Source: an optimization exercise on an open RTL-to-GDS flow (aim: small area). Production flows keep margins and buffers that such runs may drop. The RTL was checked by simulation tests, not by an equivalence proof against the original design. No activity file was given, so power comes from the tool's default toggle rates.

==> flow/design.v, too long to show whole: its modules and the start of the top module <==
// module g_inv: 1 lines
// module g_nand2: 1 lines
// module g_nand3: 1 lines
// module g_nand4: 1 lines
// module g_or2: 1 lines
// module g_and2: 1 lines
// module g_nor2: 1 lines
// module g_xor2: 1 lines
// module g_xnor2: 1 lines
// module g_oai21: 1 lines
// module g_a21o: 1 lines
// module g_and4bb: 1 lines
// module g_mux2i: 1 lines
// module g_nand2b: 1 lines
// module g_and3: 1 lines
// module g_or3: 1 lines
// module g_o21bai: 1 lines
// module g_a221o: 3 lines
// module g_a32oi: 3 lines
// module g_a22o: 3 lines
// module g_a222oi: 3 lines
// module cgra_mux6: 25 lines
// module cgra_mux6h: 20 lines
// module cgra_sel: 17 lines
// module cgra_alu: 167 lines
// module cgra_arr: 4752 lines
// module cgra_tile: 79 lines
// module cgra_grid: 178 lines
module cgra_grid (
    input  wire                   clk,
    input  wire                   rst,
    input  wire                   step,
    input  wire [255:0] instr,
    input  wire [1:0]             n_in_v,
    input  wire [63:0] n_in_d,
    input  wire [1:0]             s_in_v,
    input  wire [63:0] s_in_d,
    input  wire [1:0]             w_in_v,
    input  wire [63:0] w_in_d,
    input  wire [1:0]             e_in_v,
    input  wire [63:0] e_in_d,
    output wire [1:0]             n_out_v,
    output wire [63:0] n_out_d,
    output wire [1:0]             s_out_v,
    output wire [63:0] s_out_d,
    output wire [1:0]             w_out_v,
    output wire [63:0] w_out_d,
    output wire [1:0]             e_out_v,
    output wire [63:0] e_out_d,
    output reg                    faulted,
    output reg  [2:0]             fault_code,
    output reg  [0:0]             fault_row,
    output reg  [0:0]             fault_col,
    input  wire [1:0]             dbg_tile,
    input  wire [2:0]             dbg_reg,
    output wire                   dbg_v,
    output wire [31:0]            dbg_d
);
  // ...
==> flow/run.sh <==
#!/bin/bash
# synth_recipe.tcl (not shown) runs the flow's synth.tcl, then flattens the netlist and writes it again
# the make line also repeats each setting of config.mk as NAME=value (left out here)
make -C /OpenROAD-flow-scripts/flow DESIGN_CONFIG=/design/flow/config.mk WORK_HOME=/design/flow/orfs CLKGATE_MAP_FILE= SYNTH_SCRIPT=/design/flow/synth_recipe.tcl finish
==> flow/config.mk <==
export PLATFORM = sky130hd
export DESIGN_NAME = cgra_grid
export DESIGN_NICKNAME = cgra_grid
export VERILOG_FILES = /design/flow/design.v
export SDC_FILE = /design/flow/constraint.sdc
export NUM_CORES = 8
export LEC_CHECK = 0
export ABC_AREA = 0
export ABC_CLOCK_PERIOD_IN_PS = 150000
export CAP_MARGIN = 35
export CORE_MARGIN = 2
export CORE_UTILIZATION = 35
export CTS_BUF_LIST = sky130_fd_sc_hd__clkbuf_8
export CTS_CLUSTER_DIAMETER = 60
export CTS_CLUSTER_SIZE = 10
export PLACE_DENSITY = 0.45
export SLEW_MARGIN = 35
export SYNTH_HIERARCHICAL = 1
==> flow/constraint.sdc <==
create_clock -name core_clock -period 150.0 [get_ports {clk}]
set_input_delay 30.0000 -clock core_clock [delete_from_list [all_inputs] [get_ports {clk}]]
set_output_delay 30.0000 -clock core_clock [all_outputs]
set_load 0.01 [all_outputs]
==> impl_metrics.toml, run 1 <==
[clocking]
hold_buffers = 0
cts_num_sinks = 1194
path_clk_slew_ns = 0.08
cts_setup_buffers = 0
cts_buffers = 148

[place]
dp_hpwl_mm = 791

[setup_path]
path_depth = 542
endpoint_kind = "flip-flop"
critPathLaunch = "instr[151]"
critical_path_class = "in2reg"

[run_status]
run_status = "timing/DRC/antenna clean"

[die]
pin_count = 831
start_util_pct = 35.2
die_area_sq_um = 514000

[routing]
viasPerCell = 6.20
wl_met2_mm = 412
wl_met3_mm = 147
routed_wl_mm = 1050
vias = 211000
drt_iter0_drc = 39300

[pwr]
power_leader = "combinational logic"
power_clock_mw = 0.246

[global_routing]
met3_usage_pct = 16.5
grt_pass1_wl_mm = 1430

[timing]
period_needed_ns = 136.57
fin_skew_ns = 0.102
fin_crit_sh_pct = 91.0
final.setup.worst_slack_ns = 13.43
worst_pin_slew_ns = 1.26

[layout]
final_area_sq_um = 200000
num-multi-input-gates = 23400
diodes = 146
buf_share_pct = 6.10
area_delta_synth_final_pct = 12.2

[logic_synthesis]
synth_area_per_cell_sq_um = 6.84
==> inputs of run 2 (changes only) <==
--- a/flow/design.v
+++ b/flow/design.v
@@ -2970,28 +2970,20 @@
     g_oai21 uc6_2 (.a1(c6_2), .a2(g6_2), .b1(p6_2), .y(c6_3));
     g_xnor2 ut6_2 (.a(y6_2), .b(c6_2), .y(t6_2));
     g_nand2 uu6_2 (.a(q6), .b(t6_2), .y(u6_2));
     g_xor2  ur6_2 (.a(R7_8), .b(u6_2), .y(R6_8));
     wire y6_3, g6_3, p6_3, t6_3, u6_3, c6_4, R6_9;
     g_nor2  uy6_3 (.a(Apn[3]), .b(Bpn[6]), .y(y6_3));
     g_nand2 ug6_3 (.a(R7_9), .b(y6_3), .y(g6_3));
     g_nor2  up6_3 (.a(R7_9), .b(y6_3), .y(p6_3));
+    g_oai21 uc6_3 (.a1(p6_3), .a2(c6_3), .b1(g6_3), .y(c6_4));
     g_xnor2 ut6_3 (.a(y6_3), .b(c6_3), .y(t6_3));
     g_nand2 uu6_3 (.a(q6), .b(t6_3), .y(u6_3));
     g_xor2  ur6_3 (.a(R7_9), .b(u6_3), .y(R6_9));
-    wire ng0_6_0, G1_6_0, nG2_6_0, G3_6_0, T_6_0;
-    g_inv   ub0_6_0 (.a(g6_0), .y(ng0_6_0));
-    g_oai21 ub1_6_0 (.a1(p6_1), .a2(ng0_6_0), .b1(g6_1), .y(G1_6_0));
-    g_oai21 ub2_6_0 (.a1(G1_6_0), .a2(g6_2), .b1(p6_2), .y(nG2_6_0));
-    g_oai21 ub3_6_0 (.a1(p6_3), .a2(nG2_6_0), .b1(g6_3), .y(G3_6_0));
-    wire pn13_6_0;
-    g_nor2  ubn_6_0 (.a(p6_1), .b(p6_3), .y(pn13_6_0));
-    g_and3  ubt_6_0 (.a(pn13_6_0), .b(p6_0), .c(p6_2), .y(T_6_0));
-    g_a21o  ubc_6_0 (.a1(T_6_0), .a2(cin), .b1(G3_6_0), .y(c6_4));
     wire y6_4, g6_4, p6_4, t6_4, u6_4, c6_5, R6_10;
     g_nand2 uy6_4 (.a(Ap[4]), .b(Bp[6]), .y(y6_4));
     g_nor2  ug6_4 (.a(R7_10), .b(y6_4), .y(g6_4));
     g_nand2 up6_4 (.a(R7_10), .b(y6_4), .y(p6_4));
     g_oai21 uc6_4 (.a1(c6_4), .a2(g6_4), .b1(p6_4), .y(c6_5));
     g_xnor2 ut6_4 (.a(y6_4), .b(c6_4), .y(t6_4));
     g_nand2 uu6_4 (.a(q6), .b(t6_4), .y(u6_4));
     g_xor2  ur6_4 (.a(R7_10), .b(u6_4), .y(R6_10));
@@ -3010,28 +3002,20 @@
     g_oai21 uc6_6 (.a1(c6_6), .a2(g6_6), .b1(p6_6), .y(c6_7));
     g_xnor2 ut6_6 (.a(y6_6), .b(c6_6), .y(t6_6));
     g_nand2 uu6_6 (.a(q6), .b(t6_6), .y(u6_6));
     g_xor2  ur6_6 (.a(R7_12), .b(u6_6), .y(R6_12));
     wire y6_7, g6_7, p6_7, t6_7, u6_7, c6_8, R6_13;
     g_nor2  uy6_7 (.a(Apn[7]), .b(Bpn[6]), .y(y6_7));
     g_nand2 ug6_7 (.a(R7_13), .b(y6_7), .y(g6_7));
     g_nor2  up6_7 (.a(R7_13), .b(y6_7), .y(p6_7));
+    g_oai21 uc6_7 (.a1(p6_7), .a2(c6_7), .b1(g6_7), .y(c6_8));
     g_xnor2 ut6_7 (.a(y6_7), .b(c6_7), .y(t6_7));
     g_nand2 uu6_7 (.a(q6), .b(t6_7), .y(u6_7));
     g_xor2  ur6_7 (.a(R7_13), .b(u6_7), .y(R6_13));
-    wire ng0_6_4, G1_6_4, nG2_6_4, G3_6_4, T_6_4;
-    g_inv   ub0_6_4 (.a(g6_4), .y(ng0_6_4));
-    g_oai21 ub1_6_4 (.a1(p6_5), .a2(ng0_6_4), .b1(g6_5), .y(G1_6_4));
-    g_oai21 ub2_6_4 (.a1(G1_6_4), .a2(g6_6), .b1(p6_6), .y(nG2_6_4));
-    g_oai21 ub3_6_4 (.a1(p6_7), .a2(nG2_6_4), .b1(g6_7), .y(G3_6_4));
-    wire pn13_6_4;
-    g_nor2  ubn_6_4 (.a(p6_5), .b(p6_7), .y(pn13_6_4));
-    g_and3  ubt_6_4 (.a(pn13_6_4), .b(p6_4), .c(p6_6), .y(T_6_4));
-    g_a21o  ubc_6_4 (.a1(T_6_4), .a2(c6_4), .b1(G3_6_4), .y(c6_8));
     wire y6_8, g6_8, p6_8, t6_8, u6_8, c6_9, R6_14;
     g_nand2 uy6_8 (.a(Ap[8]), .b(Bp[6]), .y(y6_8));
     g_nor2  ug6_8 (.a(R7_14), .b(y6_8), .y(g6_8));
     g_nand2 up6_8 (.a(R7_14), .b(y6_8), .y(p6_8));
     g_oai21 uc6_8 (.a1(c6_8), .a2(g6_8), .b1(p6_8), .y(c6_9));
     g_xnor2 ut6_8 (.a(y6_8), .b(c6_8), .y(t6_8));
     g_nand2 uu6_8 (.a(q6), .b(t6_8), .y(u6_8));
     g_xor2  ur6_8 (.a(R7_14), .b(u6_8), .y(R6_14));
@@ -3050,28 +3034,20 @@
     g_oai21 uc6_10 (.a1(c6_10), .a2(g6_10), .b1(p6_10), .y(c6_11));
     g_xnor2 ut6_10 (.a(y6_10), .b(c6_10), .y(t6_10));
     g_nand2 uu6_10 (.a(q6), .b(t6_10), .y(u6_10));
     g_xor2  ur6_10 (.a(R7_16), .b(u6_10), .y(R6_16));
     wire y6_11, g6_11, p6_11, t6_11, u6_11, c6_12, R6_17;
     g_nor2  uy6_11 (.a(Apn[11]), .b(Bpn[6]), .y(y6_11));
     g_nand2 ug6_11 (.a(R7_17), .b(y6_11), .y(g6_11));
     g_nor2  up6_11 (.a(R7_17), .b(y6_11), .y(p6_11));
+    g_oai21 uc6_11 (.a1(p6_11), .a2(c6_11), .b1(g6_11), .y(c6_12));
     g_xnor2 ut6_11 (.a(y6_11), .b(c6_11), .y(t6_11));
     g_nand2 uu6_11 (.a(q6), .b(t6_11), .y(u6_11));
     g_xor2  ur6_11 (.a(R7_17), .b(u6_11), .y(R6_17));
-    wire ng0_6_8, G1_6_8, nG2_6_8, G3_6_8, T_6_8;
-    g_inv   ub0_6_8 (.a(g6_8), .y(ng0_6_8));
-    g_oai21 ub1_6_8 (.a1(p6_9), .a2(ng0_6_8), .b1(g6_9), .y(G1_6_8));
-    g_oai21 ub2_6_8 (.a1(G1_6_8), .a2(g6_10), .b1(p6_10), .y(nG2_6_8));
-    g_oai21 ub3_6_8 (.a1(p6_11), .a2(nG2_6_8), .b1(g6_11), .y(G3_6_8));
-    wire pn13_6_8;
-    g_nor2  ubn_6_8 (.a(p6_9), .b(p6_11), .y(pn13_6_8));
-    g_and3  ubt_6_8 (.a(pn13_6_8), .b(p6_8), .c(p6_10), .y(T_6_8));
-    g_a21o  ubc_6_8 (.a1(T_6_8), .a2(c6_8), .b1(G3_6_8), .y(c6_12));
     wire y6_12, g6_12, p6_12, t6_12, u6_12, c6_13, R6_18;
     g_nand2 uy6_12 (.a(Ap[12]), .b(Bp[6]), .y(y6_12));
     g_nor2  ug6_12 (.a(R7_18), .b(y6_12), .y(g6_12));
     g_nand2 up6_12 (.a(R7_18), .b(y6_12), .y(p6_12));
     g_oai21 uc6_12 (.a1(c6_12), .a2(g6_12), .b1(p6_12), .y(c6_13));
     g_xnor2 ut6_12 (.a(y6_12), .b(c6_12), .y(t6_12));
     g_nand2 uu6_12 (.a(q6), .b(t6_12), .y(u6_12));
     g_xor2  ur6_12 (.a(R7_18), .b(u6_12), .y(R6_18));
@@ -3090,28 +3066,20 @@
     g_oai21 uc6_14 (.a1(c6_14), .a2(g6_14), .b1(p6_14), .y(c6_15));
     g_xnor2 ut6_14 (.a(y6_14), .b(c6_14), .y(t6_14));
     g_nand2 uu6_14 (.a(q6), .b(t6_14), .y(u6_14));
     g_xor2  ur6_14 (.a(R7_20), .b(u6_14), .y(R6_20));
     wire y6_15, g6_15, p6_15, t6_15, u6_15, c6_16, R6_21;
     g_nor2  uy6_15 (.a(Apn[15]), .b(Bpn[6]), .y(y6_15));
     g_nand2 ug6_15 (.a(R7_21), .b(y6_15), .y(g6_15));
     g_nor2  up6_15 (.a(R7_21), .b(y6_15), .y(p6_15));
+    g_oai21 uc6_15 (.a1(p6_15), .a2(c6_15), .b1(g6_15), .y(c6_16));
     g_xnor2 ut6_15 (.a(y6_15), .b(c6_15), .y(t6_15));
     g_nand2 uu6_15 (.a(q6), .b(t6_15), .y(u6_15));
     g_xor2  ur6_15 (.a(R7_21), .b(u6_15), .y(R6_21));
-    wire ng0_6_12, G1_6_12, nG2_6_12, G3_6_12, T_6_12;
-    g_inv   ub0_6_12 (.a(g6_12), .y(ng0_6_12));
-    g_oai21 ub1_6_12 (.a1(p6_13), .a2(ng0_6_12), .b1(g6_13), .y(G1_6_12));
-    g_oai21 ub2_6_12 (.a1(G1_6_12), .a2(g6_14), .b1(p6_14), .y(nG2_6_12));
-    g_oai21 ub3_6_12 (.a1(p6_15), .a2(nG2_6_12), .b1(g6_15), .y(G3_6_12));
-    wire pn13_6_12;
-    g_nor2  ubn_6_12 (.a(p6_13), .b(p6_15), .y(pn13_6_12));
-    g_and3  ubt_6_12 (.a(pn13_6_12), .b(p6_12), .c(p6_14), .y(T_6_12));
-    g_a21o  ubc_6_12 (.a1(T_6_12), .a2(c6_12), .b1(G3_6_12), .y(c6_16));
     wire y6_16, g6_16, p6_16, t6_16, u6_16, c6_17, R6_22;
     g_nand2 uy6_16 (.a(Ap[16]), .b(Bp[6]), .y(y6_16));
     g_nor2  ug6_16 (.a(R7_22), .b(y6_16), .y(g6_16));
     g_nand2 up6_16 (.a(R7_22), .b(y6_16), .y(p6_16));
     g_oai21 uc6_16 (.a1(c6_16), .a2(g6_16), .b1(p6_16), .y(c6_17));
     g_xnor2 ut6_16 (.a(y6_16), .b(c6_16), .y(t6_16));
     g_nand2 uu6_16 (.a(q6), .b(t6_16), .y(u6_16));
     g_xor2  ur6_16 (.a(R7_22), .b(u6_16), .y(R6_22));
@@ -3130,28 +3098,20 @@
     g_oai21 uc6_18 (.a1(c6_18), .a2(g6_18), .b1(p6_18), .y(c6_19));
     g_xnor2 ut6_18 (.a(y6_18), .b(c6_18), .y(t6_18));
     g_nand2 uu6_18 (.a(q6), .b(t6_18), .y(u6_18));
     g_xor2  ur6_18 (.a(R7_24), .b(u6_18), .y(R6_24));
     wire y6_19, g6_19, p6_19, t6_19, u6_19, c6_20, R6_25;
     g_nor2  uy6_19 (.a(Apn[19]), .b(Bpn[6]), .y(y6_19));
     g_nand2 ug6_19 (.a(R7_25), .b(y6_19), .y(g6_19));
     g_nor2  up6_19 (.a(R7_25), .b(y6_19), .y(p6_19));
+    g_oai21 uc6_19 (.a1(p6_19), .a2(c6_19), .b1(g6_19), .y(c6_20));
     g_xnor2 ut6_19 (.a(y6_19), .b(c6_19), .y(t6_19));
     g_nand2 uu6_19 (.a(q6), .b(t6_19), .y(u6_19));
     g_xor2  ur6_19 (.a(R7_25), .b(u6_19), .y(R6_25));
-    wire ng0_6_16, G1_6_16, nG2_6_16, G3_6_16, T_6_16;
-    g_inv   ub0_6_16 (.a(g6_16), .y(ng0_6_16));
-    g_oai21 ub1_6_16 (.a1(p6_17), .a2(ng0_6_16), .b1(g6_17), .y(G1_6_16));
-    g_oai21 ub2_6_16 (.a1(G1_6_16), .a2(g6_18), .b1(p6_18), .y(nG2_6_16));
-    g_oai21 ub3_6_16 (.a1(p6_19), .a2(nG2_6_16), .b1(g6_19), .y(G3_6_16));
-    wire pn13_6_16;
-    g_nor2  ubn_6_16 (.a(p6_17), .b(p6_19), .y(pn13_6_16));
-    g_and3  ubt_6_16 (.a(pn13_6_16), .b(p6_16), .c(p6_18), .y(T_6_16));
-    g_a21o  ubc_6_16 (.a1(T_6_16), .a2(c6_16), .b1(G3_6_16), .y(c6_20));
     wire y6_20, g6_20, p6_20, t6_20, u6_20, c6_21, R6_26;
     g_nand2 uy6_20 (.a(Ap[20]), .b(Bp[6]), .y(y6_20));
     g_nor2  ug6_20 (.a(R7_26), .b(y6_20), .y(g6_20));
     g_nand2 up6_20 (.a(R7_26), .b(y6_20), .y(p6_20));
     g_oai21 uc6_20 (.a1(c6_20), .a2(g6_20), .b1(p6_20), .y(c6_21));
     g_xnor2 ut6_20 (.a(y6_20), .b(c6_20), .y(t6_20));
     g_nand2 uu6_20 (.a(q6), .b(t6_20), .y(u6_20));
     g_xor2  ur6_20 (.a(R7_26), .b(u6_20), .y(R6_26));
@@ -3170,28 +3130,20 @@
     g_oai21 uc6_22 (.a1(c6_22), .a2(g6_22), .b1(p6_22), .y(c6_23));
     g_xnor2 ut6_22 (.a(y6_22), .b(c6_22), .y(t6_22));
     g_nand2 uu6_22 (.a(q6), .b(t6_22), .y(u6_22));
     g_xor2  ur6_22 (.a(R7_28), .b(u6_22), .y(R6_28));
     wire y6_23, g6_23, p6_23, t6_23, u6_23, c6_24, R6_29;
     g_nor2  uy6_23 (.a(Apn[23]), .b(Bpn[6]), .y(y6_23));
     g_nand2 ug6_23 (.a(R7_29), .b(y6_23), .y(g6_23));
     g_nor2  up6_23 (.a(R7_29), .b(y6_23), .y(p6_23));
+    g_oai21 uc6_23 (.a1(p6_23), .a2(c6_23), .b1(g6_23), .y(c6_24));
     g_xnor2 ut6_23 (.a(y6_23), .b(c6_23), .y(t6_23));
     g_nand2 uu6_23 (.a(q6), .b(t6_23), .y(u6_23));
     g_xor2  ur6_23 (.a(R7_29), .b(u6_23), .y(R6_29));
-    wire ng0_6_20, G1_6_20, nG2_6_20, G3_6_20, T_6_20;
-    g_inv   ub0_6_20 (.a(g6_20), .y(ng0_6_20));
-    g_oai21 ub1_6_20 (.a1(p6_21), .a2(ng0_6_20), .b1(g6_21), .y(G1_6_20));
-    g_oai21 ub2_6_20 (.a1(G1_6_20), .a2(g6_22), .b1(p6_22), .y(nG2_6_20));
-    g_oai21 ub3_6_20 (.a1(p6_23), .a2(nG2_6_20), .b1(g6_23), .y(G3_6_20));
-    wire pn13_6_20;
-    g_nor2  ubn_6_20 (.a(p6_21), .b(p6_23), .y(pn13_6_20));
-    g_and3  ubt_6_20 (.a(pn13_6_20), .b(p6_20), .c(p6_22), .y(T_6_20));
-    g_a21o  ubc_6_20 (.a1(T_6_20), .a2(c6_20), .b1(G3_6_20), .y(c6_24));
     wire y6_24, g6_24, p6_24, t6_24, u6_24, c6_25, R6_30;
     g_nand2 uy6_24 (.a(Ap[24]), .b(Bp[6]), .y(y6_24));
     g_nor2  ug6_24 (.a(R7_30), .b(y6_24), .y(g6_24));
     g_nand2 up6_24 (.a(R7_30), .b(y6_24), .y(p6_24));
     g_oai21 uc6_24 (.a1(c6_24), .a2(g6_24), .b1(p6_24), .y(c6_25));
     g_xnor2 ut6_24 (.a(y6_24), .b(c6_24), .y(t6_24));
     g_nand2 uu6_24 (.a(q6), .b(t6_24), .y(u6_24));
     g_xor2  ur6_24 (.a(R7_30), .b(u6_24), .y(R6_30));
@@ -3229,28 +3181,20 @@
     g_oai21 uc5_2 (.a1(c5_2), .a2(g5_2), .b1(p5_2), .y(c5_3));
     g_xnor2 ut5_2 (.a(y5_2), .b(c5_2), .y(t5_2));
     g_nand2 uu5_2 (.a(q5), .b(t5_2), .y(u5_2));
     g_xor2  ur5_2 (.a(R6_7), .b(u5_2), .y(R5_7));
     wire y5_3, g5_3, p5_3, t5_3, u5_3, c5_4, R5_8;
     g_nor2  uy5_3 (.a(Apn[3]), .b(Bpn[5]), .y(y5_3));
     g_nand2 ug5_3 (.a(R6_8), .b(y5_3), .y(g5_3));
     g_nor2  up5_3 (.a(R6_8), .b(y5_3), .y(p5_3));
+    g_oai21 uc5_3 (.a1(p5_3), .a2(c5_3), .b1(g5_3), .y(c5_4));
     g_xnor2 ut5_3 (.a(y5_3), .b(c5_3), .y(t5_3));
     g_nand2 uu5_3 (.a(q5), .b(t5_3), .y(u5_3));
     g_xor2  ur5_3 (.a(R6_8), .b(u5_3), .y(R5_8));
-    wire ng0_5_0, G1_5_0, nG2_5_0, G3_5_0, T_5_0;
-    g_inv   ub0_5_0 (.a(g5_0), .y(ng0_5_0));
-    g_oai21 ub1_5_0 (.a1(p5_1), .a2(ng0_5_0), .b1(g5_1), .y(G1_5_0));
-    g_oai21 ub2_5_0 (.a1(G1_5_0), .a2(g5_2), .b1(p5_2), .y(nG2_5_0));
-    g_oai21 ub3_5_0 (.a1(p5_3), .a2(nG2_5_0), .b1(g5_3), .y(G3_5_0));
-    wire pn13_5_0;
-    g_nor2  ubn_5_0 (.a(p5_1), .b(p5_3), .y(pn13_5_0));
-    g_and3  ubt_5_0 (.a(pn13_5_0), .b(p5_0), .c(p5_2), .y(T_5_0));
-    g_a21o  ubc_5_0 (.a1(T_5_0), .a2(cin), .b1(G3_5_0), .y(c5_4));
     wire y5_4, g5_4, p5_4, t5_4, u5_4, c5_5, R5_9;
     g_nand2 uy5_4 (.a(Ap[4]), .b(Bp[5]), .y(y5_4));
     g_nor2  ug5_4 (.a(R6_9), .b(y5_4), .y(g5_4));
     g_nand2 up5_4 (.a(R6_9), .b(y5_4), .y(p5_4));
     g_oai21 uc5_4 (.a1(c5_4), .a2(g5_4), .b1(p5_4), .y(c5_5));
     g_xnor2 ut5_4 (.a(y5_4), .b(c5_4), .y(t5_4));
     g_nand2 uu5_4 (.a(q5), .b(t5_4), .y(u5_4));
     g_xor2  ur5_4 (.a(R6_9), .b(u5_4), .y(R5_9));
@@ -3269,28 +3213,20 @@
     g_oai21 uc5_6 (.a1(c5_6), .a2(g5_6), .b1(p5_6), .y(c5_7));
     g_xnor2 ut5_6 (.a(y5_6), .b(c5_6), .y(t5_6));
     g_nand2 uu5_6 (.a(q5), .b(t5_6), .y(u5_6));
     g_xor2  ur5_6 (.a(R6_11), .b(u5_6), .y(R5_11));
     wire y5_7, g5_7, p5_7, t5_7, u5_7, c5_8, R5_12;
     g_nor2  uy5_7 (.a(Apn[7]), .b(Bpn[5]), .y(y5_7));
     g_nand2 ug5_7 (.a(R6_12), .b(y5_7), .y(g5_7));
     g_nor2  up5_7 (.a(R6_12), .b(y5_7), .y(p5_7));
+    g_oai21 uc5_7 (.a1(p5_7), .a2(c5_7), .b1(g5_7), .y(c5_8));
     g_xnor2 ut5_7 (.a(y5_7), .b(c5_7), .y(t5_7));
     g_nand2 uu5_7 (.a(q5), .b(t5_7), .y(u5_7));
     g_xor2  ur5_7 (.a(R6_12), .b(u5_7), .y(R5_12));
-    wire ng0_5_4, G1_5_4, nG2_5_4, G3_5_4, T_5_4;
-    g_inv   ub0_5_4 (.a(g5_4), .y(ng0_5_4));
-    g_oai21 ub1_5_4 (.a1(p5_5), .a2(ng0_5_4), .b1(g5_5), .y(G1_5_4));
-    g_oai21 ub2_5_4 (.a1(G1_5_4), .a2(g5_6), .b1(p5_6), .y(nG2_5_4));
-    g_oai21 ub3_5_4 (.a1(p5_7), .a2(nG2_5_4), .b1(g5_7), .y(G3_5_4));
-    wire pn13_5_4;
-    g_nor2  ubn_5_4 (.a(p5_5), .b(p5_7), .y(pn13_5_4));
-    g_and3  ubt_5_4 (.a(pn13_5_4), .b(p5_4), .c(p5_6), .y(T_5_4));
-    g_a21o  ubc_5_4 (.a1(T_5_4), .a2(c5_4), .b1(G3_5_4), .y(c5_8));
     wire y5_8, g5_8, p5_8, t5_8, u5_8, c5_9, R5_13;
     g_nand2 uy5_8 (.a(Ap[8]), .b(Bp[5]), .y(y5_8));
     g_nor2  ug5_8 (.a(R6_13), .b(y5_8), .y(g5_8));
     g_nand2 up5_8 (.a(R6_13), .b(y5_8), .y(p5_8));
     g_oai21 uc5_8 (.a1(c5_8), .a2(g5_8), .b1(p5_8), .y(c5_9));
     g_xnor2 ut5_8 (.a(y5_8), .b(c5_8), .y(t5_8));
     g_nand2 uu5_8 (.a(q5), .b(t5_8), .y(u5_8));
     g_xor2  ur5_8 (.a(R6_13), .b(u5_8), .y(R5_13));
@@ -3309,28 +3245,20 @@
     g_oai21 uc5_10 (.a1(c5_10), .a2(g5_10), .b1(p5_10), .y(c5_11));
     g_xnor2 ut5_10 (.a(y5_10), .b(c5_10), .y(t5_10));
     g_nand2 uu5_10 (.a(q5), .b(t5_10), .y(u5_10));
     g_xor2  ur5_10 (.a(R6_15), .b(u5_10), .y(R5_15));
     wire y5_11, g5_11, p5_11, t5_11, u5_11, c5_12, R5_16;
     g_nor2  uy5_11 (.a(Apn[11]), .b(Bpn[5]), .y(y5_11));
     g_nand2 ug5_11 (.a(R6_16), .b(y5_11), .y(g5_11));
     g_nor2  up5_11 (.a(R6_16), .b(y5_11), .y(p5_11));
+    g_oai21 uc5_11 (.a1(p5_11), .a2(c5_11), .b1(g5_11), .y(c5_12));
     g_xnor2 ut5_11 (.a(y5_11), .b(c5_11), .y(t5_11));
     g_nand2 uu5_11 (.a(q5), .b(t5_11), .y(u5_11));
     g_xor2  ur5_11 (.a(R6_16), .b(u5_11), .y(R5_16));
-    wire ng0_5_8, G1_5_8, nG2_5_8, G3_5_8, T_5_8;
-    g_inv   ub0_5_8 (.a(g5_8), .y(ng0_5_8));
-    g_oai21 ub1_5_8 (.a1(p5_9), .a2(ng0_5_8), .b1(g5_9), .y(G1_5_8));
-    g_oai21 ub2_5_8 (.a1(G1_5_8), .a2(g5_10), .b1(p5_10), .y(nG2_5_8));
-    g_oai21 ub3_5_8 (.a1(p5_11), .a2(nG2_5_8), .b1(g5_11), .y(G3_5_8));
-    wire pn13_5_8;
-    g_nor2  ubn_5_8 (.a(p5_9), .b(p5_11), .y(pn13_5_8));
-    g_and3  ubt_5_8 (.a(pn13_5_8), .b(p5_8), .c(p5_10), .y(T_5_8));
-    g_a21o  ubc_5_8 (.a1(T_5_8), .a2(c5_8), .b1(G3_5_8), .y(c5_12));
     wire y5_12, g5_12, p5_12, t5_12, u5_12, c5_13, R5_17;
     g_nand2 uy5_12 (.a(Ap[12]), .b(Bp[5]), .y(y5_12));
     g_nor2  ug5_12 (.a(R6_17), .b(y5_12), .y(g5_12));
     g_nand2 up5_12 (.a(R6_17), .b(y5_12), .y(p5_12));
     g_oai21 uc5_12 (.a1(c5_12), .a2(g5_12), .b1(p5_12), .y(c5_13));
     g_xnor2 ut5_12 (.a(y5_12), .b(c5_12), .y(t5_12));
     g_nand2 uu5_12 (.a(q5), .b(t5_12), .y(u5_12));
     g_xor2  ur5_12 (.a(R6_17), .b(u5_12), .y(R5_17));
@@ -3349,28 +3277,20 @@
     g_oai21 uc5_14 (.a1(c5_14), .a2(g5_14), .b1(p5_14), .y(c5_15));
     g_xnor2 ut5_14 (.a(y5_14), .b(c5_14), .y(t5_14));
     g_nand2 uu5_14 (.a(q5), .b(t5_14), .y(u5_14));
     g_xor2  ur5_14 (.a(R6_19), .b(u5_14), .y(R5_19));
     wire y5_15, g5_15, p5_15, t5_15, u5_15, c5_16, R5_20;
     g_nor2  uy5_15 (.a(Apn[15]), .b(Bpn[5]), .y(y5_15));
     g_nand2 ug5_15 (.a(R6_20), .b(y5_15), .y(g5_15));
     g_nor2  up5_15 (.a(R6_20), .b(y5_15), .y(p5_15));
+    g_oai21 uc5_15 (.a1(p5_15), .a2(c5_15), .b1(g5_15), .y(c5_16));
     g_xnor2 ut5_15 (.a(y5_15), .b(c5_15), .y(t5_15));
     g_nand2 uu5_15 (.a(q5), .b(t5_15), .y(u5_15));
     g_xor2  ur5_15 (.a(R6_20), .b(u5_15), .y(R5_20));
-    wire ng0_5_12, G1_5_12, nG2_5_12, G3_5_12, T_5_12;
-    g_inv   ub0_5_12 (.a(g5_12), .y(ng0_5_12));
-    g_oai21 ub1_5_12 (.a1(p5_13), .a2(ng0_5_12), .b1(g5_13), .y(G1_5_12));
-    g_oai21 ub2_5_12 (.a1(G1_5_12), .a2(g5_14), .b1(p5_14), .y(nG2_5_12));
-    g_oai21 ub3_5_12 (.a1(p5_15), .a2(nG2_5_12), .b1(g5_15), .y(G3_5_12));
-    wire pn13_5_12;
-    g_nor2  ubn_5_12 (.a(p5_13), .b(p5_15), .y(pn13_5_12));
-    g_and3  ubt_5_12 (.a(pn13_5_12), .b(p5_12), .c(p5_14), .y(T_5_12));
-    g_a21o  ubc_5_12 (.a1(T_5_12), .a2(c5_12), .b1(G3_5_12), .y(c5_16));
     wire y5_16, g5_16, p5_16, t5_16, u5_16, c5_17, R5_21;
     g_nand2 uy5_16 (.a(Ap[16]), .b(Bp[5]), .y(y5_16));
     g_nor2  ug5_16 (.a(R6_21), .b(y5_16), .y(g5_16));
     g_nand2 up5_16 (.a(R6_21), .b(y5_16), .y(p5_16));
     g_oai21 uc5_16 (.a1(c5_16), .a2(g5_16), .b1(p5_16), .y(c5_17));
     g_xnor2 ut5_16 (.a(y5_16), .b(c5_16), .y(t5_16));
     g_nand2 uu5_16 (.a(q5), .b(t5_16), .y(u5_16));
     g_xor2  ur5_16 (.a(R6_21), .b(u5_16), .y(R5_21));
@@ -3389,28 +3309,20 @@
     g_oai21 uc5_18 (.a1(c5_18), .a2(g5_18), .b1(p5_18), .y(c5_19));
     g_xnor2 ut5_18 (.a(y5_18), .b(c5_18), .y(t5_18));
     g_nand2 uu5_18 (.a(q5), .b(t5_18), .y(u5_18));
     g_xor2  ur5_18 (.a(R6_23), .b(u5_18), .y(R5_23));
     wire y5_19, g5_19, p5_19, t5_19, u5_19, c5_20, R5_24;
     g_nor2  uy5_19 (.a(Apn[19]), .b(Bpn[5]), .y(y5_19));
     g_nand2 ug5_19 (.a(R6_24), .b(y5_19), .y(g5_19));
     g_nor2  up5_19 (.a(R6_24), .b(y5_19), .y(p5_19));
+    g_oai21 uc5_19 (.a1(p5_19), .a2(c5_19), .b1(g5_19), .y(c5_20));
     g_xnor2 ut5_19 (.a(y5_19), .b(c5_19), .y(t5_19));
     g_nand2 uu5_19 (.a(q5), .b(t5_19), .y(u5_19));
     g_xor2  ur5_19 (.a(R6_24), .b(u5_19), .y(R5_24));
-    wire ng0_5_16, G1_5_16, nG2_5_16, G3_5_16, T_5_16;
-    g_inv   ub0_5_16 (.a(g5_16), .y(ng0_5_16));
-    g_oai21 ub1_5_16 (.a1(p5_17), .a2(ng0_5_16), .b1(g5_17), .y(G1_5_16));
-    g_oai21 ub2_5_16 (.a1(G1_5_16), .a2(g5_18), .b1(p5_18), .y(nG2_5_16));
-    g_oai21 ub3_5_16 (.a1(p5_19), .a2(nG2_5_16), .b1(g5_19), .y(G3_5_16));
-    wire pn13_5_16;
-    g_nor2  ubn_5_16 (.a(p5_17), .b(p5_19), .y(pn13_5_16));
-    g_and3  ubt_5_16 (.a(pn13_5_16), .b(p5_16), .c(p5_18), .y(T_5_16));
-    g_a21o  ubc_5_16 (.a1(T_5_16), .a2(c5_16), .b1(G3_5_16), .y(c5_20));
     wire y5_20, g5_20, p5_20, t5_20, u5_20, c5_21, R5_25;
     g_nand2 uy5_20 (.a(Ap[20]), .b(Bp[5]), .y(y5_20));
     g_nor2  ug5_20 (.a(R6_25), .b(y5_20), .y(g5_20));
     g_nand2 up5_20 (.a(R6_25), .b(y5_20), .y(p5_20));
     g_oai21 uc5_20 (.a1(c5_20), .a2(g5_20), .b1(p5_20), .y(c5_21));
     g_xnor2 ut5_20 (.a(y5_20), .b(c5_20), .y(t5_20));
     g_nand2 uu5_20 (.a(q5), .b(t5_20), .y(u5_20));
     g_xor2  ur5_20 (.a(R6_25), .b(u5_20), .y(R5_25));
@@ -3429,28 +3341,20 @@
     g_oai21 uc5_22 (.a1(c5_22), .a2(g5_22), .b1(p5_22), .y(c5_23));
     g_xnor2 ut5_22 (.a(y5_22), .b(c5_22), .y(t5_22));
     g_nand2 uu5_22 (.a(q5), .b(t5_22), .y(u5_22));
     g_xor2  ur5_22 (.a(R6_27), .b(u5_22), .y(R5_27));
     wire y5_23, g5_23, p5_23, t5_23, u5_23, c5_24, R5_28;
     g_nor2  uy5_23 (.a(Apn[23]), .b(Bpn[5]), .y(y5_23));
     g_nand2 ug5_23 (.a(R6_28), .b(y5_23), .y(g5_23));
     g_nor2  up5_23 (.a(R6_28), .b(y5_23), .y(p5_23));
+    g_oai21 uc5_23 (.a1(p5_23), .a2(c5_23), .b1(g5_23), .y(c5_24));
     g_xnor2 ut5_23 (.a(y5_23), .b(c5_23), .y(t5_23));
     g_nand2 uu5_23 (.a(q5), .b(t5_23), .y(u5_23));
     g_xor2  ur5_23 (.a(R6_28), .b(u5_23), .y(R5_28));
-    wire ng0_5_20, G1_5_20, nG2_5_20, G3_5_20, T_5_20;
-    g_inv   ub0_5_20 (.a(g5_20), .y(ng0_5_20));
-    g_oai21 ub1_5_20 (.a1(p5_21), .a2(ng0_5_20), .b1(g5_21), .y(G1_5_20));
-    g_oai21 ub2_5_20 (.a1(G1_5_20), .a2(g5_22), .b1(p5_22), .y(nG2_5_20));
-    g_oai21 ub3_5_20 (.a1(p5_23), .a2(nG2_5_20), .b1(g5_23), .y(G3_5_20));
-    wire pn13_5_20;
-    g_nor2  ubn_5_20 (.a(p5_21), .b(p5_23), .y(pn13_5_20));
-    g_and3  ubt_5_20 (.a(pn13_5_20), .b(p5_20), .c(p5_22), .y(T_5_20));
-    g_a21o  ubc_5_20 (.a1(T_5_20), .a2(c5_20), .b1(G3_5_20), .y(c5_24));
     wire y5_24, g5_24, p5_24, t5_24, u5_24, c5_25, R5_29;
     g_nand2 uy5_24 (.a(Ap[24]), .b(Bp[5]), .y(y5_24));
     g_nor2  ug5_24 (.a(R6_29), .b(y5_24), .y(g5_24));
     g_nand2 up5_24 (.a(R6_29), .b(y5_24), .y(p5_24));
     g_oai21 uc5_24 (.a1(c5_24), .a2(g5_24), .b1(p5_24), .y(c5_25));
     g_xnor2 ut5_24 (.a(y5_24), .b(c5_24), .y(t5_24));
     g_nand2 uu5_24 (.a(q5), .b(t5_24), .y(u5_24));
     g_xor2  ur5_24 (.a(R6_29), .b(u5_24), .y(R5_29));
==> flow/config.mk (replaced) <==
export PLATFORM = sky130hd
export DESIGN_NAME = cgra_grid
export DESIGN_NICKNAME = cgra_grid
export VERILOG_FILES = /design/flow/design.v
export SDC_FILE = /design/flow/constraint.sdc
export NUM_CORES = 8
export LEC_CHECK = 0
export ABC_AREA = 0
export ABC_CLOCK_PERIOD_IN_PS = 150000
export CAP_MARGIN = 35
export CORE_MARGIN = 2
export CORE_UTILIZATION = 35
export PLACE_DENSITY = 0.45
export SLEW_MARGIN = 35
export SYNTH_HIERARCHICAL = 1
==> impl_metrics.toml, run 2 <==
[setup_path]
cp_data_required_time_ns = 150.71
arrival_ns = 140.43
endpoint_kind = "flip-flop"
worstPathMaxFanout = 35
critPathLaunch = "instr[213]"
critPathTopFamily = "compound AO/OA/AOI/OAI gates"
r2r-end = "od[215]"
startpoint_type = "primary input"
cpMostUsedCell = "o21ai_1"
cp_num_buf_inv = 19
slowest_delay_ns = 0.69
cp_slowest_cell = "or4_4"
reg2reg_from = "od[391]"
r2r_cells = 569
r2r_slack_ns = 39.83
setup.worst_path.end = "od[471]"
critical_path_class = "in2reg"
path_depth = 571

[timing]
slew_violations = 0
finalHoldViolations = 0
final-setup-viol-count = 0
max_freq_ghz = 0.00716
final.setup.worst_slack_ns = 10.28
rsz0062_at_grt = "no"
max_slew_margin_pct = 7.96
fin_crit_sh_pct = 93.1
worst_pin_slew_ns = 1.38
timing.setup.tns_ns = 0
period_needed_ns = 139.72
fin_skew_ns = 0.0504

[place]
dp_hpwl_mm = 785
gp_congestion = 1.01
numPortBuffers = 718
place_ws_ns = 7.98

[clocking]
cts_buffers = 138
cts_num_sinks = 1194
cts_max_level = 4
clk_latency_ns = 0.86
hold_buffers = 0
cts_buffer_depth = 4
cts_tree = "yes"
cts_root_buffer = "clkbuf_16"
path_clk_slew_ns = 0.07

[pwr]
power_density_nw_per_um2 = 23.5
seqPwrFrac_pct = 11.1
swShare_pct = 60.4
p_leak_nw = 75.6
power.total_mw = 4.71
intPower_mw = 1.87
power_leader = "combinational logic"
pwr-share-clk_pct = 7.7
power_clock_mw = 0.362
vdd_drop_max_v = 0.0000228
p_switching_mw = 2.85
power_frac_comb_pct = 81.3
p_seq_mw = 0.521
pg_comb_mw = 3.83

[die]
die_w_um = 714
start_util_pct = 35.2
fp.coreArea_sq_um = 502000
die_y_um = 714
rows = 260
die_area_sq_um = 510000
pin_count = 831

[global_routing]
first_global_vias = 183000
grt_pass1_wl_mm = 1420
grt_max_degree = 81
antenna_found_initial = 212
track_usage_pct = 38.4
overflow = 0

[layout]
area_delta_synth_final_pct = 13.5
final_nets = 27300
layout_commonest_cell = "nand2_1"
seqCellArea_sq_um = 30400
multiInputGateArea_sq_um = 141000
top_regs = "od x512, rd x512, td x128"
final_cell_mix = "6475 x nand2_1, 3478 x nor2_1, 2443 x xnor2_1"
layout-drive-gt1-share_pct = 5.31
fill_cells = 53100

[min_path]
hp-class = "reg2reg"
hold_start = "ov[12]"
hold_depth = 2
min_to = "rv[7]"

[routing]
vias = 210000
wl_met1_mm = 420
wl_met2_mm = 409
wl_met3_mm = 150
drc_errors = 0
routed_wl_mm = 1040
postRouteAntennaNets = 0
routed.top_layer = "met5"
drt_iter0_drc = 39000
drtPass1Iterations = 17
viasPerCell = 6.19
wl_per_cell_um = 30.8

[flow_run]
cap_violations = 0

[logic_synthesis]
synth_area_sq_um = 176000
postSynthCellCount = 25700
synth_area_per_cell_sq_um = 6.86
yosysWarningCount = 8

[run_status]
run_status = "timing/DRC/antenna clean"
[run 2: cell count changes in the layout (fill, tap and decap cells not counted), moves of 48 or more]
cell,delta
clkbuf_8,-130
nor2_1,-48
clkbuf_16,+141
diode_2,+81
o21ai_1,-96
and3_1,-48
a21o_1,-68
inv_1,-134
[run 2: metal layers]
layer,vias to the layer above,track usage [%]
li1,94300,-
met2,12900,53.1
met4,64,19.7
met1,100000,49.5
met3,2128,16.9
met5,-,3.27
[run 2: stage by stage]
step | utilization (%) | std cells | hold slack, ns | instance area, sq um
after detailed placement | 38.8 | 33400 | 0.449 | 195000
after global placement | 38.8 | 33300 | 0.452 | 194000
after global routing | 39.9 | 33800 | 0.482 | 200000
after CTS | 39.7 | 33600 | 0.453 | 199000
after floorplan | - | 25700 | 0.429 | 176000
final | 39.9 | 33800 | 0.445 | 200000
[run 2: final cells by class]
type                       count  area share, %
sequential                  1194           15.2
timing repair buffer        1362           6.04
tap                         6681           4.18
clock inverter                37          0.210
multi-input combinational  23200           70.3
clock buffer                 204           2.00
inverter                     961           1.81
antenna                      227          0.284
[run 2: repair_timing]
action,4_1_cts,5_1_grt
setup endpoints to repair,0,475
gates resized for setup,0,32
setup buffers,0,0

==> separate check: timing with driven ports <==
In the flow no input, the clock included, has a driving cell. The finished layouts below were timed again as built, in two steps.
Step 1 sets driving cells, clkbuf_16 on the clock port and buf_2 on the other inputs (assumed; they add their load-dependent delay and slew).
Step 2 also shifts input and output timing later by t, the mid clock arrival at the registers, as if the neighbouring blocks saw the same clock.
a / b / c = ideal / step 1 / step 2; a / b = the first two.
run | t, ns | setup slack, ns | worst setup path after step 2 | worst data-port slew with drivers (ns) | cell pins on the clock port's net
run 1 | 1.108 | 13.428 / 13.388 / 12.280 | input to register | 0.47 | 1
run 2 | 0.959 | 10.283 / 10.370 / 9.411 | input to register | 0.44 | 1
After both steps every run listed still meets setup and hold. For run 1, which loses most, drivers alone change the setup slack by -0.040 ns; drivers and shift together by -1.148 ns.
